Source: an optimization exercise on an open RTL-to-GDS flow (aim: small area). Production flows keep margins and buffers that such runs may drop.
Function was checked by simulation only, so behaviour that the tests miss may differ from the original.
The clock port is modelled as an ideal driver; clocking choices that lean on that would not hold on a real chip.

==> inputs of trial 31 <==
## jtag_spi_bridge
module jtag_spi_bridge (
    input  wire tck,
    input  wire tdi,
    input  wire p_shift,
    input  wire p_ce,
    input  wire p_rstn,
    input  wire p_rti1,
    output wire tdo,
    input  wire miso,
    output wire cs_n,
    output wire mosi,
    output wire spi_oe,      
    output wire wp_n,
    output wire hold_n
);
export LEC_CHECK = 0
export CAP_MARGIN = 20
export CORE_AREA = 2 2 62 62
export CTS_BUF_LIST = sky130_fd_sc_hd__clkbuf_8
export CTS_CLUSTER_DIAMETER = 200
export CTS_CLUSTER_SIZE = 30
export DIE_AREA = 0 0 64 64
export PLACE_DENSITY = 0.9
export SLEW_MARGIN = 20
create_clock -name core_clock -period 10.0 [get_ports {tck}]
standard.sh (not shown) runs the stock make flow with config.mk's settings and CLKGATE_MAP_FILE= SYNTH_SCRIPT=/design/flow/synth_recipe.tcl, a recipe that flattens the netlist after the stock synthesis.
==> flow/flow/run.sh <==
#!/bin/bash
# Own layout flow: the standard flow, with these changes to how the
# layout is made:
#  1. after the standard synthesis, the gates between the registers are
#     replaced by a hand-mapped netlist of the same design (flow/
#     hand_netlist.v, made by gen/gen_netlist.py); the registers keep the
#     names and cell types the standard synthesis gave them. If the
#     registers do not match, ABC re-maps the standard netlist for area
#     instead (flow/reopt.tcl);
#  2. the port buffers are the smallest buffer cell (buf_1);
#  3. the clock tree is one level of CLK_NBUF buffers driven by the clock
#     port (flow/post_cts.tcl).
# Each tool's output goes to a log file of its own in the work folder.
set -euo pipefail
WORK=$(pwd)
RES=$WORK/orfs/results/$FLOW_PLATFORM/jtag_spi_bridge/base
LIB=$FLOW_HOME/platforms/$FLOW_PLATFORM/lib/sky130_fd_sc_hd__tt_025C_1v80.lib

# 1. standard synthesis
bash standard.sh synth > "$WORK/log_1_synth_standard.log" 2>&1
cp "$RES/1_2_yosys.v" "$WORK/synth_standard.v"

# 2. the hand-mapped netlist, with the standard synthesis's register names
if python3 "$WORK/flow/place_ffs.py" "$WORK/flow/hand_netlist.v" "$WORK/synth_standard.v" \
     "$WORK/synth_new.v" > "$WORK/log_2_netlist.log" 2>&1; then
  echo "hand-mapped netlist" >> "$WORK/log_2_netlist.log"
else
  REOPT_LIB=$LIB REOPT_IN=$WORK/synth_standard.v REOPT_TOP=$FLOW_TOP \
  REOPT_STAT=$WORK/reopt_stat.txt REOPT_OUT=$WORK/synth_new.v \
    yosys -c "$WORK/flow/reopt.tcl" > "$WORK/log_2_reopt.log" 2>&1
fi
sleep 1
cp "$WORK/synth_new.v" "$RES/1_2_yosys.v"
touch "$RES/1_2_yosys.v"
rm -f "$RES/1_synth.odb" "$RES/1_synth.sdc"
bash standard.sh synth > "$WORK/log_3_synth_odb.log" 2>&1

# 3. the rest of the standard flow
export BUFFER_PORTS_ARGS="-buffer_cell sky130_fd_sc_hd__buf_1"
export POST_CTS_TCL="$WORK/flow/post_cts.tcl"
export FLOW_CLOCK_PORT=tck
export CLK_NBUF=1
export CLK_BUF=sky130_fd_sc_hd__clkinv_8
export CLK_PRE_INV=sky130_fd_sc_hd__clkinv_2
export CTS_ARGS="-sink_clustering_enable -repair_clock_nets -dont_use_dummy_load -sink_clustering_size 30 -sink_clustering_max_diameter 200 -buf_list sky130_fd_sc_hd__clkbuf_8"
bash standard.sh > "$WORK/log_4_layout.log" 2>&1
test -f "$WORK/out/final.def"
==> flow/flow/post_cts.tcl <==
# After clock tree synthesis. A design this small needs no clock tree of
# several levels: every clock load (register clock pins and the clock
# inverter of the falling-edge register) is driven by one of CLK_NBUF
# buffers of type CLK_BUF, all driven directly by the clock port, with the
# loads split between them by position. Every register's clock then passes
# through exactly one buffer of the same type with about the same load.
set block [ord::get_db_block]
set db [ord::get_db]
set port_net [$block findNet $::env(FLOW_CLOCK_PORT)]
set nbuf $::env(CLK_NBUF)
set master [$db findMaster $::env(CLK_BUF)]

# collect the clock buffers CTS made and the loads they drive
set bufs {}
set frontier [list $port_net]
set loads {}
while { [llength $frontier] > 0 } {
  set net [lindex $frontier 0]
  set frontier [lrange $frontier 1 end]
  foreach it [$net getITerms] {
    if { ![$it isInputSignal] } { continue }
    set inst [$it getInst]
    if { [string match "*clkbuf*" [[$inst getMaster] getName]] } {
      lappend bufs $inst
      lappend frontier [[$inst findITerm X] getNet]
    } else {
      lappend loads $it
    }
  }
}
# remove them
foreach b $bufs {
  set out [[$b findITerm X] getNet]
  foreach it [$b getITerms] { if { [$it getNet] ne "NULL" } { $it disconnect } }
  odb::dbInst_destroy $b
  if { $out ne $port_net } { odb::dbNet_destroy $out }
}
foreach it $loads { if { [$it getNet] ne "NULL" } { $it disconnect } }

# order the loads by position (x, then y) and split them into nbuf groups
set keyed {}
foreach it $loads {
  set bb [[$it getInst] getBBox]
  lappend keyed [list [expr { ([$bb xMin] + [$bb xMax]) / 2 }] [expr { ([$bb yMin] + [$bb yMax]) / 2 }] $it]
}
set keyed [lsort -integer -index 0 $keyed]
set n [llength $keyed]
for { set g 0 } { $g < $nbuf } { incr g } {
  set lo [expr { ($g * $n) / $nbuf }]
  set hi [expr { (($g + 1) * $n) / $nbuf - 1 }]
  set net [odb::dbNet_create $block "clknet_root_$g"]
  $net setSigType CLOCK
  if { [info exists ::env(CLK_PRE_INV)] } {
    # the buffer is a pair of inverters: a small one at the port, then the
    # driver of the loads
    set pre [odb::dbInst_create $block [$db findMaster $::env(CLK_PRE_INV)] "clkinv_pre_$g"]
    set mid [odb::dbNet_create $block "clknet_pre_$g"]
    $mid setSigType CLOCK
    [$pre findITerm A] connect $port_net
    [$pre findITerm Y] connect $mid
    set buf [odb::dbInst_create $block $master "clkinv_root_$g"]
    [$buf findITerm A] connect $mid
    [$buf findITerm Y] connect $net
  } else {
    set buf [odb::dbInst_create $block $master "clkbuf_root_$g"]
    [$buf findITerm A] connect $port_net
    [$buf findITerm X] connect $net
  }
  set sx 0; set sy 0
  foreach k [lrange $keyed $lo $hi] {
    [lindex $k 2] connect $net
    set sx [expr { $sx + [lindex $k 0] }]
    set sy [expr { $sy + [lindex $k 1] }]
  }
  set cnt [expr { $hi - $lo + 1 }]
  foreach b [concat $buf [expr { [info exists pre] ? $pre : {} }]] {
    $b setLocation [expr { $sx / $cnt }] [expr { $sy / $cnt }]
    $b setPlacementStatus PLACED
    $b setSourceType TIMING
  }
}
global_connect
puts "post_cts: replaced [llength $bufs] clock buffers by $nbuf $::env(CLK_BUF) for $n loads"
detailed_placement
check_placement -verbose
estimate_parasitics -placement
report_clock_skew
Other scripts of this flow, unchanged in this note and not shown: flow/flow/hand_netlist.v, flow/flow/place_ffs.py, flow/flow/reopt.tcl
==> trial 88 (differences from trial 31) <==
--- a/flow/flow/run.sh
+++ b/flow/flow/run.sh
@@ -40,7 +40,6 @@
 export POST_CTS_TCL="$WORK/flow/post_cts.tcl"
 export FLOW_CLOCK_PORT=tck
-export CLK_NBUF=1
-export CLK_BUF=sky130_fd_sc_hd__clkinv_8
-export CLK_PRE_INV=sky130_fd_sc_hd__clkinv_2
+export CLK_NBUF=3
+export CLK_BUF=sky130_fd_sc_hd__clkbuf_4
 export CTS_ARGS="-sink_clustering_enable -repair_clock_nets -dont_use_dummy_load -sink_clustering_size 30 -sink_clustering_max_diameter 200 -buf_list sky130_fd_sc_hd__clkbuf_8"
 bash standard.sh > "$WORK/log_4_layout.log" 2>&1
--- a/flow/flow/post_cts.tcl
+++ b/flow/flow/post_cts.tcl
@@ -49,22 +49,9 @@
   set lo [expr { ($g * $n) / $nbuf }]
   set hi [expr { (($g + 1) * $n) / $nbuf - 1 }]
+  set buf [odb::dbInst_create $block $master "clkbuf_root_$g"]
   set net [odb::dbNet_create $block "clknet_root_$g"]
   $net setSigType CLOCK
-  if { [info exists ::env(CLK_PRE_INV)] } {
-    # the buffer is a pair of inverters: a small one at the port, then the
-    # driver of the loads
-    set pre [odb::dbInst_create $block [$db findMaster $::env(CLK_PRE_INV)] "clkinv_pre_$g"]
-    set mid [odb::dbNet_create $block "clknet_pre_$g"]
-    $mid setSigType CLOCK
-    [$pre findITerm A] connect $port_net
-    [$pre findITerm Y] connect $mid
-    set buf [odb::dbInst_create $block $master "clkinv_root_$g"]
-    [$buf findITerm A] connect $mid
-    [$buf findITerm Y] connect $net
-  } else {
-    set buf [odb::dbInst_create $block $master "clkbuf_root_$g"]
-    [$buf findITerm A] connect $port_net
-    [$buf findITerm X] connect $net
-  }
+  [$buf findITerm A] connect $port_net
+  [$buf findITerm X] connect $net
   set sx 0; set sy 0
   foreach k [lrange $keyed $lo $hi] {
@@ -74,9 +61,7 @@
   }
   set cnt [expr { $hi - $lo + 1 }]
-  foreach b [concat $buf [expr { [info exists pre] ? $pre : {} }]] {
-    $b setLocation [expr { $sx / $cnt }] [expr { $sy / $cnt }]
-    $b setPlacementStatus PLACED
-    $b setSourceType TIMING
-  }
+  $buf setLocation [expr { $sx / $cnt }] [expr { $sy / $cnt }]
+  $buf setPlacementStatus PLACED
+  $buf setSourceType TIMING
 }
 global_connect
==> build 87 (differences from trial 31) <==
--- a/flow/flow/run.sh
+++ b/flow/flow/run.sh
@@ -37,10 +37,11 @@
 
 # 3. the rest of the standard flow
+export SKIP_REPAIR_TIE_FANOUT=1
 export BUFFER_PORTS_ARGS="-buffer_cell sky130_fd_sc_hd__buf_1"
 export POST_CTS_TCL="$WORK/flow/post_cts.tcl"
 export FLOW_CLOCK_PORT=tck
 export CLK_NBUF=1
-export CLK_BUF=sky130_fd_sc_hd__clkinv_8
-export CLK_PRE_INV=sky130_fd_sc_hd__clkinv_2
+export CLK_BUF=sky130_fd_sc_hd__inv_8
+export CLK_PRE_INV=sky130_fd_sc_hd__inv_1
 export CTS_ARGS="-sink_clustering_enable -repair_clock_nets -dont_use_dummy_load -sink_clustering_size 30 -sink_clustering_max_diameter 200 -buf_list sky130_fd_sc_hd__clkbuf_8"
 bash standard.sh > "$WORK/log_4_layout.log" 2>&1
==> comparison <==
- Build 87 passed the timing, design-rule and antenna checks. Trial 31 ran to the end with no violations. Trial 88 ran to the end with no violations.
- Hold slack, lowest first: trial 88, trial 31, build 87.
- The highest register-to-register slack belongs to trial 88, the lowest to build 87.
- Final area, lowest first: build 87, trial 31, trial 88.
- Core utilization: trial 88 > trial 31 > build 87.
- Clock skew: trial 88 > trial 31 > build 87.
- Cell count, lowest first: build 87, trial 31, trial 88.
- Setup slack, highest first: trial 88, trial 31, build 87.
